Source: an optimization exercise on an open RTL-to-GDS flow (aim: small area and few clock cycles). Production flows keep margins and buffers that such runs may drop.
At most, simulation tests tie the RTL to the original design; equivalence was not proved.
Power is estimated from default activity; no workload was simulated.

// can_codec
module can_codec (
    input  wire         clk,
    input  wire         rst,
    input  wire         enc_in_valid,
    output wire         enc_in_ready,
    input  wire         enc_in_fd,
    input  wire [28:0]  enc_in_id,
    input  wire         enc_in_ext,
    input  wire         enc_in_rtr,
    input  wire         enc_in_fdf,
    input  wire         enc_in_brs,
    input  wire [7:0]   enc_in_len,
    input  wire [511:0] enc_in_data,
    output wire         enc_out_valid,
    input  wire         enc_out_ready,
    output wire [63:0]  enc_out_word,
    output wire         enc_out_last,
    output wire         enc_out_err,
    input  wire         dec_in_valid,
    output wire         dec_in_ready,
    input  wire [63:0]  dec_in_word,
    input  wire         dec_in_fd,
    output wire         dec_out_valid,
    input  wire         dec_out_ready,
    output wire         dec_out_err,
    output wire [28:0]  dec_out_id,
    output wire         dec_out_ext,
    output wire         dec_out_rtr,
    output wire         dec_out_fdf,
    output wire         dec_out_brs,
    output wire [7:0]   dec_out_len,
    output wire [511:0] dec_out_data,
    output wire [2:0]   dec_out_status,
    output wire [2:0]   dec_out_slots
);
For scale: about 1,400 cells after synthesis, roughly 500 flip-flops, roughly 1,300 I/O pins, about 0.021 mm^2 of cells after synthesis.
Settings: LEC_CHECK=0, CAP_MARGIN=20, CORE_AREA=10 10 360 360, DIE_AREA=0 0 370 370, GPL_TIMING_DRIVEN=0, SETUP_SLACK_MARGIN=0.3, SLEW_MARGIN=20; clock period 6.0 ns.
standard.sh (not shown) runs the stock make flow with config.mk's settings and CLKGATE_MAP_FILE= SYNTH_SCRIPT=/design/flow/synth_recipe.tcl, a recipe that flattens the netlist after the stock synthesis.
==> flow/flow/run.sh <==
#!/bin/bash
# Standard ORFS layout (the standard.sh, unchanged synthesis), except that
# the port buffers are the smallest buffer cell instead of the one buffer_ports
# picks by itself (clkdlybuf4s50_1). Every port still gets its own buffer.
set -euo pipefail
export BUFFER_PORTS_ARGS="-buffer_cell sky130_fd_sc_hd__buf_1"
bash standard.sh > standard.log 2>&1
The first run completed without violations.
==> next run, changes <==
==> flow/flow/run.sh (replaced) <==
#!/bin/bash
# Standard ORFS layout (the standard.sh, unchanged synthesis), except:
# - the port buffers are the smallest buffer cell instead of the one
#   buffer_ports picks by itself (clkdlybuf4s50_1); every port still gets
#   its own buffer;
# - the clock tree uses smaller buffers, larger sink clusters and no dummy
#   loads.
set -euo pipefail
export BUFFER_PORTS_ARGS="-buffer_cell sky130_fd_sc_hd__buf_1"
export CTS_ARGS="-sink_clustering_enable -repair_clock_nets -dont_use_dummy_load -buf_list {sky130_fd_sc_hd__clkbuf_4 sky130_fd_sc_hd__clkbuf_8} -sink_clustering_size 16 -sink_clustering_max_diameter 60"
bash standard.sh > standard.log 2>&1
--- a/flow/config.mk
+++ b/flow/config.mk
@@ -10,3 +10,2 @@
 export DIE_AREA = 0 0 370 370
-export GPL_TIMING_DRIVEN = 0
 export SETUP_SLACK_MARGIN = 0.3
After rerunning:
- The changed run finished clean
- design area is lower by 5.2%
- count of clock-buffer cells in the layout shrinks by 15
- hold slack got worse by 13 ps
- sequential power is about the same
- core utilization falls by 1.3 points
- flip-flop and latch count stays the same
- cell count shrinks by 3.5%
- clock power went down by 51%
- critical path depth went down by 1
- setup slack improved by 69 ps
==> next run, changes <==
==> flow/flow/run.sh (replaced) <==
#!/bin/bash
# Standard ORFS layout (the standard.sh, unchanged synthesis), except that
# the port buffers are the smallest buffer cell instead of the one buffer_ports
# picks by itself (clkdlybuf4s50_1). Every port still gets its own buffer.
set -euo pipefail
export BUFFER_PORTS_ARGS="-buffer_cell sky130_fd_sc_hd__buf_1"
bash standard.sh > standard.log 2>&1
--- a/flow/config.mk
+++ b/flow/config.mk
@@ -7,6 +7,6 @@
 export LEC_CHECK = 0
-export CAP_MARGIN = 20
+export CAP_MARGIN = 0
 export CORE_AREA = 10 10 360 360
 export DIE_AREA = 0 0 370 370
-export SETUP_SLACK_MARGIN = 0.3
-export SLEW_MARGIN = 20
+export SETUP_SLACK_MARGIN = 0.1
+export SLEW_MARGIN = 0
The changed run finished with timing, DRC and antenna clean.
First-iteration DRC count went down by 0.38%.
Register-to-register slack improved by 20 ps.
Worst setup slack got worse by 240 ps.
Maximum frequency went down by about 4%.
Power went up by about 20%.
Final area went up by 3.8%.
Synthesized area is unchanged.
Routed wire length hardly moves.
==> next run, changes <==
==> flow/flow/run.sh (replaced) <==
#!/bin/bash
# Standard ORFS layout (the standard.sh, unchanged synthesis), except:
# - the port buffers are the smallest buffer cell instead of the one
#   buffer_ports picks by itself (clkdlybuf4s50_1); every port still gets
#   its own buffer;
# - the clock tree is built from clkbuf_8 without dummy loads.
set -euo pipefail
export BUFFER_PORTS_ARGS="-buffer_cell sky130_fd_sc_hd__buf_1"
export CTS_ARGS="-sink_clustering_enable -repair_clock_nets -dont_use_dummy_load -buf_list sky130_fd_sc_hd__clkbuf_8"
bash standard.sh > standard.log 2>&1
--- a/flow/config.mk
+++ b/flow/config.mk
@@ -7,6 +7,7 @@
 export LEC_CHECK = 0
-export CAP_MARGIN = 0
+export CAP_MARGIN = 20
 export CORE_AREA = 10 10 360 360
 export DIE_AREA = 0 0 370 370
-export SETUP_SLACK_MARGIN = 0.1
-export SLEW_MARGIN = 0
+export GPL_TIMING_DRIVEN = 0
+export SETUP_SLACK_MARGIN = 0.3
+export SLEW_MARGIN = 20
Effect: Worst hold slack improved by 9.2 ps. Power goes down by a little under a tenth. Core utilization decreases by 0.18 points. Count of clock-buffer cells in the layout grows by 23. Wire length went up by a few percent. Setup slack gets better by 200 ps. Critical path depth increases by 1. Synthesized area stays the same.
No run of this note included a check of the RTL's function; only the layout flow was run.

---

can_codec, a different RTL version from the one above (not shown whole).
Size in the first run: about 1200 cells after synthesis, about 500 flip-flops, roughly 20000 µm² of cells after synthesis.
==> flow/config.mk <==
export PLATFORM = sky130hd
export DESIGN_NAME = can_codec
export DESIGN_NICKNAME = can_codec
export VERILOG_FILES = /design/flow/design.v
export SDC_FILE = /design/flow/constraint.sdc
export NUM_CORES = 4
export LEC_CHECK = 0
export CAP_MARGIN = 20
export CORE_AREA = 10 10 360 360
export DIE_AREA = 0 0 370 370
export SETUP_SLACK_MARGIN = 0.3
export SLEW_MARGIN = 20
==> flow/constraint.sdc <==
create_clock -name core_clock -period 6.0 [get_ports {clk}]
set_input_delay 1.2000 -clock core_clock [delete_from_list [all_inputs] [get_ports {clk}]]
set_output_delay 1.2000 -clock core_clock [all_outputs]
set_load 0.01 [all_outputs]
==> flow/flow/run.sh <==
#!/bin/bash
# Standard ORFS layout (the standard.sh, unchanged synthesis), except:
# - the port buffers are the smallest buffer cell instead of the one
#   buffer_ports picks by itself (clkdlybuf4s50_1); every port still gets
#   its own buffer;
# - the clock tree uses smaller buffers, larger sink clusters and no dummy
#   loads.
set -euo pipefail
export BUFFER_PORTS_ARGS="-buffer_cell sky130_fd_sc_hd__buf_1"
export CTS_ARGS="-sink_clustering_enable -repair_clock_nets -dont_use_dummy_load -buf_list sky130_fd_sc_hd__clkbuf_4 -root_buf sky130_fd_sc_hd__clkbuf_8 -sink_clustering_size 10 -sink_clustering_max_diameter 40"
bash standard.sh > standard.log 2>&1
The starting point went through all stages and came out clean.
Testbench counts at the start, summed over its fixed seeds: cycles 14,450.
Rerun with:
--- a/flow/flow/run.sh
+++ b/flow/flow/run.sh
@@ -8,4 +8,4 @@
 set -euo pipefail
 export BUFFER_PORTS_ARGS="-buffer_cell sky130_fd_sc_hd__buf_1"
-export CTS_ARGS="-sink_clustering_enable -repair_clock_nets -dont_use_dummy_load -buf_list sky130_fd_sc_hd__clkbuf_4 -root_buf sky130_fd_sc_hd__clkbuf_8 -sink_clustering_size 10 -sink_clustering_max_diameter 40"
+export CTS_ARGS="-sink_clustering_enable -repair_clock_nets -dont_use_dummy_load -buf_list sky130_fd_sc_hd__clkbuf_8 -sink_clustering_size 16 -sink_clustering_max_diameter 60"
 bash standard.sh > standard.log 2>&1
--- a/flow/config.mk
+++ b/flow/config.mk
@@ -7,6 +7,6 @@
 export LEC_CHECK = 0
 export CAP_MARGIN = 20
-export CORE_AREA = 10 10 360 360
-export DIE_AREA = 0 0 370 370
+export CORE_AREA = 10 10 350 350
+export DIE_AREA = 0 0 360 360
 export SETUP_SLACK_MARGIN = 0.3
 export SLEW_MARGIN = 20
Result:
- The changed run passed the timing, DRC and antenna checks
- maximum frequency came out higher slightly
- global-route usage climbs by 1.5 points
- worst setup slack improves by 0.099 ns
- critical path depth rose by 1
- final cell count decreases by a few percent
- core utilization is higher by 1.4 points
Rerun with:
--- a/flow/flow/run.sh
+++ b/flow/flow/run.sh
@@ -9,3 +9,4 @@
 export BUFFER_PORTS_ARGS="-buffer_cell sky130_fd_sc_hd__buf_1"
 export CTS_ARGS="-sink_clustering_enable -repair_clock_nets -dont_use_dummy_load -buf_list sky130_fd_sc_hd__clkbuf_8 -sink_clustering_size 16 -sink_clustering_max_diameter 60"
+export GPL_KEEP_OVERFLOW=0.3
 bash standard.sh > standard.log 2>&1
--- a/flow/config.mk
+++ b/flow/config.mk
@@ -7,6 +7,6 @@
 export LEC_CHECK = 0
 export CAP_MARGIN = 20
-export CORE_AREA = 10 10 350 350
-export DIE_AREA = 0 0 360 360
+export CORE_AREA = 10 10 360 360
+export DIE_AREA = 0 0 370 370
 export SETUP_SLACK_MARGIN = 0.3
 export SLEW_MARGIN = 20
Final cell count went up by 3.0%. First-iteration DRC count rose by 6.3%. Area after synthesis does not change. Maximum frequency went down by 2.0%. Sequential cell count stays the same. Register-to-register slack stays flat. Design area rises by 0.76%. Core utilization is lower by 1.3 points. Setup slack degrades by 0.11 ns. Hold slack degrades by 0.0048 ns.
Rerun with:
--- a/flow/flow/run.sh
+++ b/flow/flow/run.sh
@@ -9,4 +9,3 @@
 export BUFFER_PORTS_ARGS="-buffer_cell sky130_fd_sc_hd__buf_1"
 export CTS_ARGS="-sink_clustering_enable -repair_clock_nets -dont_use_dummy_load -buf_list sky130_fd_sc_hd__clkbuf_8 -sink_clustering_size 16 -sink_clustering_max_diameter 60"
-export GPL_KEEP_OVERFLOW=0.3
 bash standard.sh > standard.log 2>&1
Total power decreases by 0.73%.
Wire length decreases by 0.35%.
Synthesized area stays the same.
Die area does not change.
Clock-buffer cell count stays the same.
Cell area is about the same.
Clock skew increases by 0.029 ns.
Rerun with:
--- a/flow/config.mk
+++ b/flow/config.mk
@@ -9,4 +9,5 @@
 export CORE_AREA = 10 10 360 360
 export DIE_AREA = 0 0 370 370
+export PLACE_DENSITY = 0.75
 export SETUP_SLACK_MARGIN = 0.3
 export SLEW_MARGIN = 20
Result: The changed run finished with timing, DRC and antenna clean. Power increases slightly. Maximum frequency shrinks slightly. Global-route usage climbs by 0.35 points.

---

Another version of the RTL of can_codec (not shown whole).
Size in the first run: roughly 1400 cells after synthesis, about 500 flip-flops, about 1300 I/O pins, ~0.021 sq mm of cells after synthesis.
export LEC_CHECK = 0
export CAP_MARGIN = 0
export CORE_AREA = 10 10 450 450
export CTS_BUF_LIST = sky130_fd_sc_hd__clkbuf_2 sky130_fd_sc_hd__clkbuf_4
export DIE_AREA = 0 0 460 460
export SETUP_SLACK_MARGIN = 0.3
export SLEW_MARGIN = 0
create_clock -name core_clock -period 6.0 [get_ports {clk}]
==> flow/flow/run.sh <==
#!/bin/bash
# Standard ORFS layout (the standard.sh, unchanged synthesis), except that
# the port buffers are the smallest buffer cell instead of the one buffer_ports
# picks by itself (clkdlybuf4s50_1). Every port still gets its own buffer.
set -euo pipefail
export BUFFER_PORTS_ARGS="-buffer_cell sky130_fd_sc_hd__buf_1"
bash standard.sh > standard.log 2>&1
Change:
- CAP_MARGIN: 0 -> 20
- CTS_BUF_LIST: sky130_fd_sc_hd__clkbuf_2 sky130_fd_sc_hd__clkbuf_4 -> not set
- SLEW_MARGIN: 0 -> 20
Effect: The changed run passed the timing, DRC and antenna checks. Sequential share of layout area falls by 0.16 points. Core utilization stays flat. Global-route usage hardly moves. Final area rises by 0.34%.
Function was not checked in any run of this note: the RTL went through the layout flow alone.

---

## 04-05
can_codec, a different RTL version from the one above (not shown whole).
Size in the first run: roughly 1200 cells after synthesis, roughly 500 flip-flops, roughly 1300 I/O pins.
export LEC_CHECK = 0
export CAP_MARGIN = 20
export CORE_AREA = 10 10 360 360
export DIE_AREA = 0 0 370 370
export SETUP_SLACK_MARGIN = 0.1
export SLEW_MARGIN = 20
create_clock -name core_clock -period 6.0 [get_ports {clk}]
==> flow/flow/run.sh <==
#!/bin/bash
# Standard ORFS layout (the standard.sh, unchanged synthesis), except:
# - the port buffers are the smallest buffer cell instead of the one
#   buffer_ports picks by itself (clkdlybuf4s50_1); every port still gets
#   its own buffer;
# - the clock tree uses smaller buffers, larger sink clusters and no dummy
#   loads.
set -euo pipefail
export BUFFER_PORTS_ARGS="-buffer_cell sky130_fd_sc_hd__buf_1"
export CTS_ARGS="-sink_clustering_enable -repair_clock_nets -dont_use_dummy_load -buf_list sky130_fd_sc_hd__clkbuf_8 -sink_clustering_size 16 -sink_clustering_max_diameter 60"
bash standard.sh > standard.log 2>&1
Both conditions hold for 04-05: the flow ran to the end and the final layout passed the timing, DRC and antenna checks.
Testbench counts of 04-05, summed over its fixed seeds: cycles 14,450.
Modified inputs, 11-18 compared to 04-05
- a change of SETUP_SLACK_MARGIN from 0.1 to 0.3
11-18 vs 04-05: post-cts repair resize count up
Shortest clock period the worst path allows after layout (lower): 11-18
Between 11-18 and 04-05, the difference in number of global-route vias before repair is negligible.
The peak ir drop on the vdd network was comparable across 11-18 and 04-05.
Per the comparison of 11-18 with 04-05, total count of max-transition violations in the final report held steady, share of cells above drive strength 1 has remained practically unchanged, depth of the most critical reg-to-reg path lost 1, fraction of registers with async set or reset after synthesis was more or less identical.
11-18 went all the way through the flow, and no timing, DRC or antenna check failed.

---

== the baseline ==
can_codec, a different RTL version from the one above (not shown whole).
For scale: ~500 flip-flops, roughly 20,000 um^2 of cells after synthesis.
==> flow/design.v (excerpt) <==
module can_codec (
    input  wire         clk,
    input  wire         rst,
    input  wire         enc_in_valid,
    output wire         enc_in_ready,
    input  wire         enc_in_fd,
    input  wire [28:0]  enc_in_id,
    input  wire         enc_in_ext,
    input  wire         enc_in_rtr,
    input  wire         enc_in_fdf,
    input  wire         enc_in_brs,
    input  wire [7:0]   enc_in_len,
    input  wire [511:0] enc_in_data,
    output wire         enc_out_valid,
    input  wire         enc_out_ready,
    output wire [63:0]  enc_out_word,
    output wire         enc_out_last,
    output wire         enc_out_err,
    input  wire         dec_in_valid,
    output wire         dec_in_ready,
    input  wire [63:0]  dec_in_word,
    input  wire         dec_in_fd,
    output wire         dec_out_valid,
    input  wire         dec_out_ready,
    output wire         dec_out_err,
    output wire [28:0]  dec_out_id,
    output wire         dec_out_ext,
    output wire         dec_out_rtr,
    output wire         dec_out_fdf,
    output wire         dec_out_brs,
    output wire [7:0]   dec_out_len,
    output wire [511:0] dec_out_data,
    output wire [2:0]   dec_out_status,
    output wire [2:0]   dec_out_slots
);
export LEC_CHECK = 0
export CAP_MARGIN = 20
export CORE_AREA = 10 10 360 360
export DIE_AREA = 0 0 370 370
export SETUP_SLACK_MARGIN = 0.3
export SLEW_MARGIN = 20
create_clock -name core_clock -period 6.0 [get_ports {clk}]
==> flow/flow/run.sh <==
#!/bin/bash
# Standard ORFS layout (the standard.sh, unchanged synthesis), except:
# - the port buffers are the smallest buffer cell instead of the one
#   buffer_ports picks by itself (clkdlybuf4s50_1); every port still gets
#   its own buffer;
# - the clock tree uses smaller buffers, larger sink clusters and no dummy
#   loads.
set -euo pipefail
export BUFFER_PORTS_ARGS="-buffer_cell sky130_fd_sc_hd__buf_1"
export CTS_ARGS="-sink_clustering_enable -repair_clock_nets -dont_use_dummy_load -buf_list sky130_fd_sc_hd__clkbuf_8 -sink_clustering_size 16 -sink_clustering_max_diameter 60"
export GPL_KEEP_OVERFLOW=0
bash standard.sh > standard.log 2>&1
The baseline completed end to end with timing, DRC and antenna clean.
Testbench counts of the baseline, summed over its fixed seeds: cycles 14,450.
The inputs of the candidate differ from those of the baseline as listed below.
--- a/flow/flow/run.sh
+++ b/flow/flow/run.sh
@@ -11 +10,0 @@
-export GPL_KEEP_OVERFLOW=0
==> comparison <==
Per the final summary, the candidate finished and its layout is clean on timing, DRC and antenna. Of the candidate and the baseline, it is the candidate that has the higher routed wire length. [compare] base=the baseline new=the candidate: final instance area moved down; power density relative to cell area level. enc_out_word[46] as the capture point of the critical path was reported by the baseline, and enc_out_word[40] by the candidate. Going from the baseline to the candidate, least setup slack across all paths after layout climbed 0.17 ns, combinational power dropped about 9%, synthesized-area fraction occupied by adder cells barely changed, number of standard cells in the layout, taps in and fillers out dropped 28.

-- static timing again, ports no longer ideal --
No port has a modelled driver above. Below, the same layouts with a new extraction and two added sets of constraints. Step 1 assumes that a clkbuf_16 drives the clock port and a buf_2 every other input. Step 2 adds t to the input delays and takes it off the output delays; t is the mean of the earliest and latest rising clock arrival at the registers after step 1. Input paths then give back, and output paths get back, about the clock's delay inside the block. Slacks: no drivers / after step 1 / after step 2; pairs: no drivers / after step 1.
run | shift t [ns] | slack for setup (ns) | clock arrival spread, ns
the first run of note 1 | 0.674 | 0.320 / 0.281 / 0.281 | 0.065 / 0.065
the second run of note 1 | 0.682 | 0.388 / 0.328 / 0.328 | 0.107 / 0.107
the third run of note 1 | 0.664 | 0.146 / 0.089 / 0.089 | 0.061 / 0.061
the fourth run of note 1 | 0.735 | 0.342 / 0.290 / 0.290 | 0.106 / 0.107
the first run of note 2 | 0.712 | 0.511 / 0.464 / 0.464 | 0.110 / 0.111
the second run of note 2 | 0.743 | 0.611 / 0.560 / 0.560 | 0.100 / 0.100
the third run of note 2 | 0.736 | 0.503 / 0.464 / 0.464 | 0.087 / 0.088
the fourth run of note 2 | 0.713 | 0.531 / 0.473 / 0.473 | 0.081 / 0.081
the fifth run of note 2 | 0.716 | 0.473 / 0.428 / 0.428 | 0.099 / 0.099
the first run of note 3 | 1.022 | 0.331 / 0.306 / 0.306 | 0.096 / 0.096
the second run of note 3 | 0.689 | 0.326 / 0.290 / 0.290 | 0.021 / 0.021
04-05 | 0.702 | 0.324 / 0.277 / 0.277 | 0.069 / 0.069
11-18 | 0.708 | 0.344 / 0.298 / 0.298 | 0.074 / 0.075
the baseline | 0.689 | 0.331 / 0.267 / 0.267 | 0.105 / 0.104
the candidate | 0.694 | 0.505 / 0.454 / 0.454 | 0.068 / 0.069
After both steps setup and hold are still met in every run listed. The setup slack of the baseline, which loses most, moves by -0.064 ns with the drivers and by -0.064 ns with both steps.
